Background: an optimization exercise with open tools, aiming at small area, a short achievable clock period and few clock cycles per item. Do not read the settings as production practice.
At most, simulation tests tie the RTL to the original design; equivalence was not proved.
Power and IR drop assume default switching activity.

// ymodem_rx_unit
module ymodem_rx_unit (
    input  wire        clk,
    input  wire        rst,           
    input  wire        cmd_valid,
    output wire        cmd_ready,
    input  wire [15:0] cmd,
    output reg         res_valid,
    output reg  [1:0]  res_st,        
    output reg  [31:0] res_val,
    output reg  [1:0]  res_tx_n,      
    output reg  [7:0]  res_tx0,
    output reg  [7:0]  res_tx1,
    output reg  [1:0]  res_ev_n,      
    output reg  [2:0]  res_ev0,
    output reg  [2:0]  res_ev1,
    output reg  [3:0]  res_ev_code,   
    output reg         res_pay        
);
    localparam [3:0] PH_IDLE   = 4'd0;
    localparam [3:0] PH_LEAD   = 4'd1;
    localparam [3:0] PH_SEQ    = 4'd2;
    localparam [3:0] PH_CMP    = 4'd3;
    localparam [3:0] PH_DATA   = 4'd4;
    localparam [3:0] PH_CRCH   = 4'd5;
    localparam [3:0] PH_CRCL   = 4'd6;
    localparam [3:0] PH_PURGE  = 4'd7;
    localparam [3:0] PH_DONE   = 4'd8;
    localparam [3:0] PH_FAILED = 4'd9;
    function [15:0] crc_step;
        input [15:0] c;
        input [7:0]  d;
        integer i;
        begin
            crc_step = c ^ {d, 8'h00};
            for (i = 0; i < 8; i = i + 1)
  ...
==> flow/config.mk <==
export PLATFORM = sky130hd
export DESIGN_NAME = ymodem_rx_unit
export DESIGN_NICKNAME = ymodem_rx_unit
export VERILOG_FILES = /design/flow/design.v
export SDC_FILE = /design/flow/constraint.sdc
export NUM_CORES = 4
export LEC_CHECK = 0
export ABC_CLOCK_PERIOD_IN_PS = 2000
export CAP_MARGIN = 20
export CORE_MARGIN = 2
export CORE_UTILIZATION = 40
export SETUP_SLACK_MARGIN = 2.0
export SLEW_MARGIN = 20
==> flow/constraint.sdc <==
create_clock -name core_clock -period 4.0 [get_ports {clk}]
set_input_delay 0.8000 -clock core_clock [delete_from_list [all_inputs] [get_ports {clk}]]
set_output_delay 0.8000 -clock core_clock [all_outputs]
set_load 0.01 [all_outputs]
run.sh (not shown) runs the stock make flow with config.mk's settings and CLKGATE_MAP_FILE= SYNTH_SCRIPT=/design/flow/synth_recipe.tcl, a recipe that flattens the netlist after the stock synthesis.
The starting point finished clean.
Next try:
- ABC_CLOCK_PERIOD_IN_PS: 2000 -> 2500
- SETUP_SLACK_MARGIN: 2.0 -> 1.5
Result:
- sequential power stays flat
- routed wire length fell by a few percent
- non-clock buffer count shrinks by 32
No functional check of the RTL was part of any run of this note.

* * *

quartz:
Another version of the RTL of ymodem_rx_unit (not shown whole).
Size: ~140 flip-flops, about 86 I/O pins, ~0.0062 mm² of cells after synthesis.
clock: 4.0 ns
lec_check: 0
cap_margin: 20
core_margin: 2
core_utilization: 40
slew_margin: 20
buffer_ports_args: -buffer_cell sky130_fd_sc_hd__buf_2
abc_clock_period_in_ps: 2000
setup_slack_margin: 2.15
cts_args: -sink_clustering_enable -repair_clock_nets -root_buf sky130_fd_sc_hd__clkbuf_16 -buf_list {sky130_fd_sc_hd__clkbuf_8} -dont_use_dummy_load
abc_area: 1
standard.sh (not shown) runs the stock make flow with config.mk's settings and CLKGATE_MAP_FILE= SYNTH_SCRIPT=/design/flow/synth_recipe.tcl, a recipe that flattens the netlist after the stock synthesis.
==> flow/flow/run.sh <==
#!/bin/bash
# The standard layout (standard.sh), with two changes:
#  - the extra ORFS settings of flow/extra.mk are appended to config.mk;
#  - synthesis is the standard flow's synthesis script with ABC's mapping script replaced
#    by flow/abc_area.script (an area-oriented mapping); only the combinational
#    mapping changes, the registers are those of the standard synthesis.
set -o pipefail
cat flow/extra.mk >> config.mk
{
  head -n 1 synth_recipe.tcl
  cat <<EOT
proc abc {args} {
  set i [lsearch -exact \$args -script]
  if {\$i >= 0} { lset args [expr {\$i + 1}] $PWD/flow/abc_area.script }
  yosys abc {*}\$args
}
EOT
  tail -n +2 synth_recipe.tcl
} > flow_synth.tcl
sed "s|SYNTH_SCRIPT=[^ ]*|SYNTH_SCRIPT=$PWD/flow_synth.tcl|" standard.sh > flow_standard.sh
bash flow_standard.sh > standard.log 2>&1
==> flow/flow/abc_area.script <==
strash
&get -n
&st
&dch
&nf -a
&put
buffer -c
topo
stime -c
upsize -c
dnsize -c
==> flow/flow/extra.mk <==
export BUFFER_PORTS_ARGS = -buffer_cell sky130_fd_sc_hd__buf_2
export DONT_USE_CELLS += sky130_fd_sc_hd__or4_1 sky130_fd_sc_hd__or4_2 sky130_fd_sc_hd__or4_4 sky130_fd_sc_hd__or4b_1 sky130_fd_sc_hd__or4b_2 sky130_fd_sc_hd__or4b_4 sky130_fd_sc_hd__or4bb_1 sky130_fd_sc_hd__or4bb_2 sky130_fd_sc_hd__or4bb_4 sky130_fd_sc_hd__nor4_1 sky130_fd_sc_hd__nor4_2 sky130_fd_sc_hd__nor4_4 sky130_fd_sc_hd__nor4b_1 sky130_fd_sc_hd__nor4b_2 sky130_fd_sc_hd__nor4b_4 sky130_fd_sc_hd__nor4bb_1 sky130_fd_sc_hd__nor4bb_2 sky130_fd_sc_hd__nor4bb_4 sky130_fd_sc_hd__or3_1 sky130_fd_sc_hd__or3_2 sky130_fd_sc_hd__or3_4 sky130_fd_sc_hd__or3b_1 sky130_fd_sc_hd__or3b_2 sky130_fd_sc_hd__or3b_4 sky130_fd_sc_hd__a2111oi_0 sky130_fd_sc_hd__a2111oi_1 sky130_fd_sc_hd__a2111oi_2 sky130_fd_sc_hd__a2111oi_4 sky130_fd_sc_hd__a2111o_1 sky130_fd_sc_hd__a2111o_2 sky130_fd_sc_hd__a2111o_4 sky130_fd_sc_hd__clkdlybuf4s50_1 sky130_fd_sc_hd__clkdlybuf4s50_2
export ABC_CLOCK_PERIOD_IN_PS = 2000
export SETUP_SLACK_MARGIN = 2.15
export CTS_ARGS = -sink_clustering_enable -repair_clock_nets -root_buf sky130_fd_sc_hd__clkbuf_16 -buf_list {sky130_fd_sc_hd__clkbuf_8} -dont_use_dummy_load
export ABC_AREA = 1
Testbench counts of quartz, summed over its fixed seeds: cycles 41,589, commands 41,581.
Inputs modified between quartz and tundra:
diff --git a/flow/flow/extra.mk b/flow/flow/extra.mk
--- a/flow/flow/extra.mk
+++ b/flow/flow/extra.mk
@@ -1 +1 @@
-export BUFFER_PORTS_ARGS = -buffer_cell sky130_fd_sc_hd__buf_2
+export BUFFER_PORTS_ARGS = -buffer_cell sky130_fd_sc_hd__buf_1
@@ -4 +4 @@
-export SETUP_SLACK_MARGIN = 2.15
+export SETUP_SLACK_MARGIN = 2.25
diff --git a/flow/config.mk b/flow/config.mk
--- a/flow/config.mk
+++ b/flow/config.mk
@@ -12 +12 @@
-export BUFFER_PORTS_ARGS = -buffer_cell sky130_fd_sc_hd__buf_2
+export BUFFER_PORTS_ARGS = -buffer_cell sky130_fd_sc_hd__buf_1
@@ -15 +15 @@
-export SETUP_SLACK_MARGIN = 2.15
+export SETUP_SLACK_MARGIN = 2.25
[summary]
- tundra vs. quartz: leakage component of the power lower, hold slack lower, clock power lower, synthesis-to-layout area growth higher.
- Diff quartz -> tundra: time the worst path needs with I/O delays and setup shows a reduction of 0.031 ns; wire length of the first global-routing pass now sits lower.
- tundra -> quartz: final total power flat
- On sequential fraction of design power, quartz and tundra are basically level.
Relative to tundra, the following input files were edited for nickel:
diff --git a/flow/flow/extra.mk b/flow/flow/extra.mk
--- a/flow/flow/extra.mk
+++ b/flow/flow/extra.mk
@@ -1 +1 @@
-export BUFFER_PORTS_ARGS = -buffer_cell sky130_fd_sc_hd__buf_1
+export BUFFER_PORTS_ARGS = -buffer_cell sky130_fd_sc_hd__buf_2
diff --git a/flow/config.mk b/flow/config.mk
--- a/flow/config.mk
+++ b/flow/config.mk
@@ -10 +10 @@
-export CORE_UTILIZATION = 40
+export CORE_UTILIZATION = 60
@@ -12 +12 @@
-export BUFFER_PORTS_ARGS = -buffer_cell sky130_fd_sc_hd__buf_1
+export BUFFER_PORTS_ARGS = -buffer_cell sky130_fd_sc_hd__buf_2
Notes after the runs:
There was hardly any difference in via count of the first global-routing pass between nickel and tundra.
Cell with the biggest individual delay on the critical path: sky130_fd_sc_hd__nor3_1 -> tundra, sky130_fd_sc_hd__o41ai_1 -> nickel
[nickel vs tundra] setup slack: lower in nickel
Final net count, nickel and tundra: lower on nickel
nickel ended up with fewer standard cells than tundra.
Comparing nickel and tundra, the higher met2 wire length was measured on tundra.
Compared with tundra, nickel shows die area lower by about 32%.
Taking tundra as the reference, in nickel number of gates resized after cts shows an increase of 3; total net switching power shows a reduction of 0.75%; clock insertion delay at the later pin of the skew report shows no meaningful change.
Number of placed instances, taps included, nickel and tundra, higher one = tundra.
nickel and tundra ended up with roughly the same total power.
diff inputs: nickel => yarrow
diff --git a/flow/flow/extra.mk b/flow/flow/extra.mk
--- a/flow/flow/extra.mk
+++ b/flow/flow/extra.mk
@@ -3 +3 @@
-export ABC_CLOCK_PERIOD_IN_PS = 2000
+export ABC_CLOCK_PERIOD_IN_PS = 2600
diff --git a/flow/config.mk b/flow/config.mk
--- a/flow/config.mk
+++ b/flow/config.mk
@@ -10 +10 @@
-export CORE_UTILIZATION = 60
+export CORE_UTILIZATION = 40
@@ -14 +14 @@
-export ABC_CLOCK_PERIOD_IN_PS = 2000
+export ABC_CLOCK_PERIOD_IN_PS = 2600
Findings:
res_tx0[0] as the critical path endpoint was reported by yarrow, and rx_nz$_DFFE_PP_ by nickel.
Looking at worst ir drop on vdd, yarrow sits 0.12 mV below nickel.
Going from nickel to yarrow, number of buffers inserted by hold repair at cts level; vias per cell decreased 7.0%; worst hold slack now sits lower; multi-input combinational area share shows a reduction of 0.72 points.
Changes observed in yarrow relative to nickel: post-route clock period utilization decreased 3.2 points; stage delay of the slowest cell on the critical path decreased 0.33 ns; clock-cell share of area essentially unchanged; overall power essentially unchanged; maximum frequency increased 7.5%.

re-timing with driven ports:
The flow's constraints put no driver on any port. The routed layouts listed below were extracted and timed again, unchanged, in two steps.
Step 1: set_driving_cell puts a clkbuf_16 on clk and a buf_2 on each other input, an assumption about the parent block.
Step 2, shift: input delay + t, output delay - t, t = (earliest + latest rising clock arrival at the registers) / 2. This alone moves slack from input paths to output paths.
Three values: ideal ports, drivers, drivers and shift; two values: the first two.
| run | t, ns | setup WS [ns] | worst register clock-pin slew, ns | worst slew at a driven data input, ns |
|---|---|---|---|---|
| the first run of note 1 | 0.396 | 0.517 / 0.474 / 0.870 | 0.07 / 0.07 | 0.04 |
| the second run of note 1 | 0.406 | 0.553 / 0.510 / 0.916 | 0.07 / 0.07 | 0.04 |
| quartz | 0.397 | 2.261 / 2.247 / 1.882 | 0.08 / 0.08 | 0.03 |
| tundra | 0.396 | 2.291 / 2.254 / 1.914 | 0.08 / 0.08 | 0.03 |
| nickel | 0.404 | 2.168 / 2.168 / 1.955 | 0.08 / 0.08 | 0.03 |
| yarrow | 0.394 | 2.295 / 2.256 / 1.933 | 0.08 / 0.08 | 0.03 |
After both steps every run listed still meets setup and hold. For quartz, which loses most, drivers alone change the setup slack by -0.014 ns; drivers and shift together by -0.379 ns.
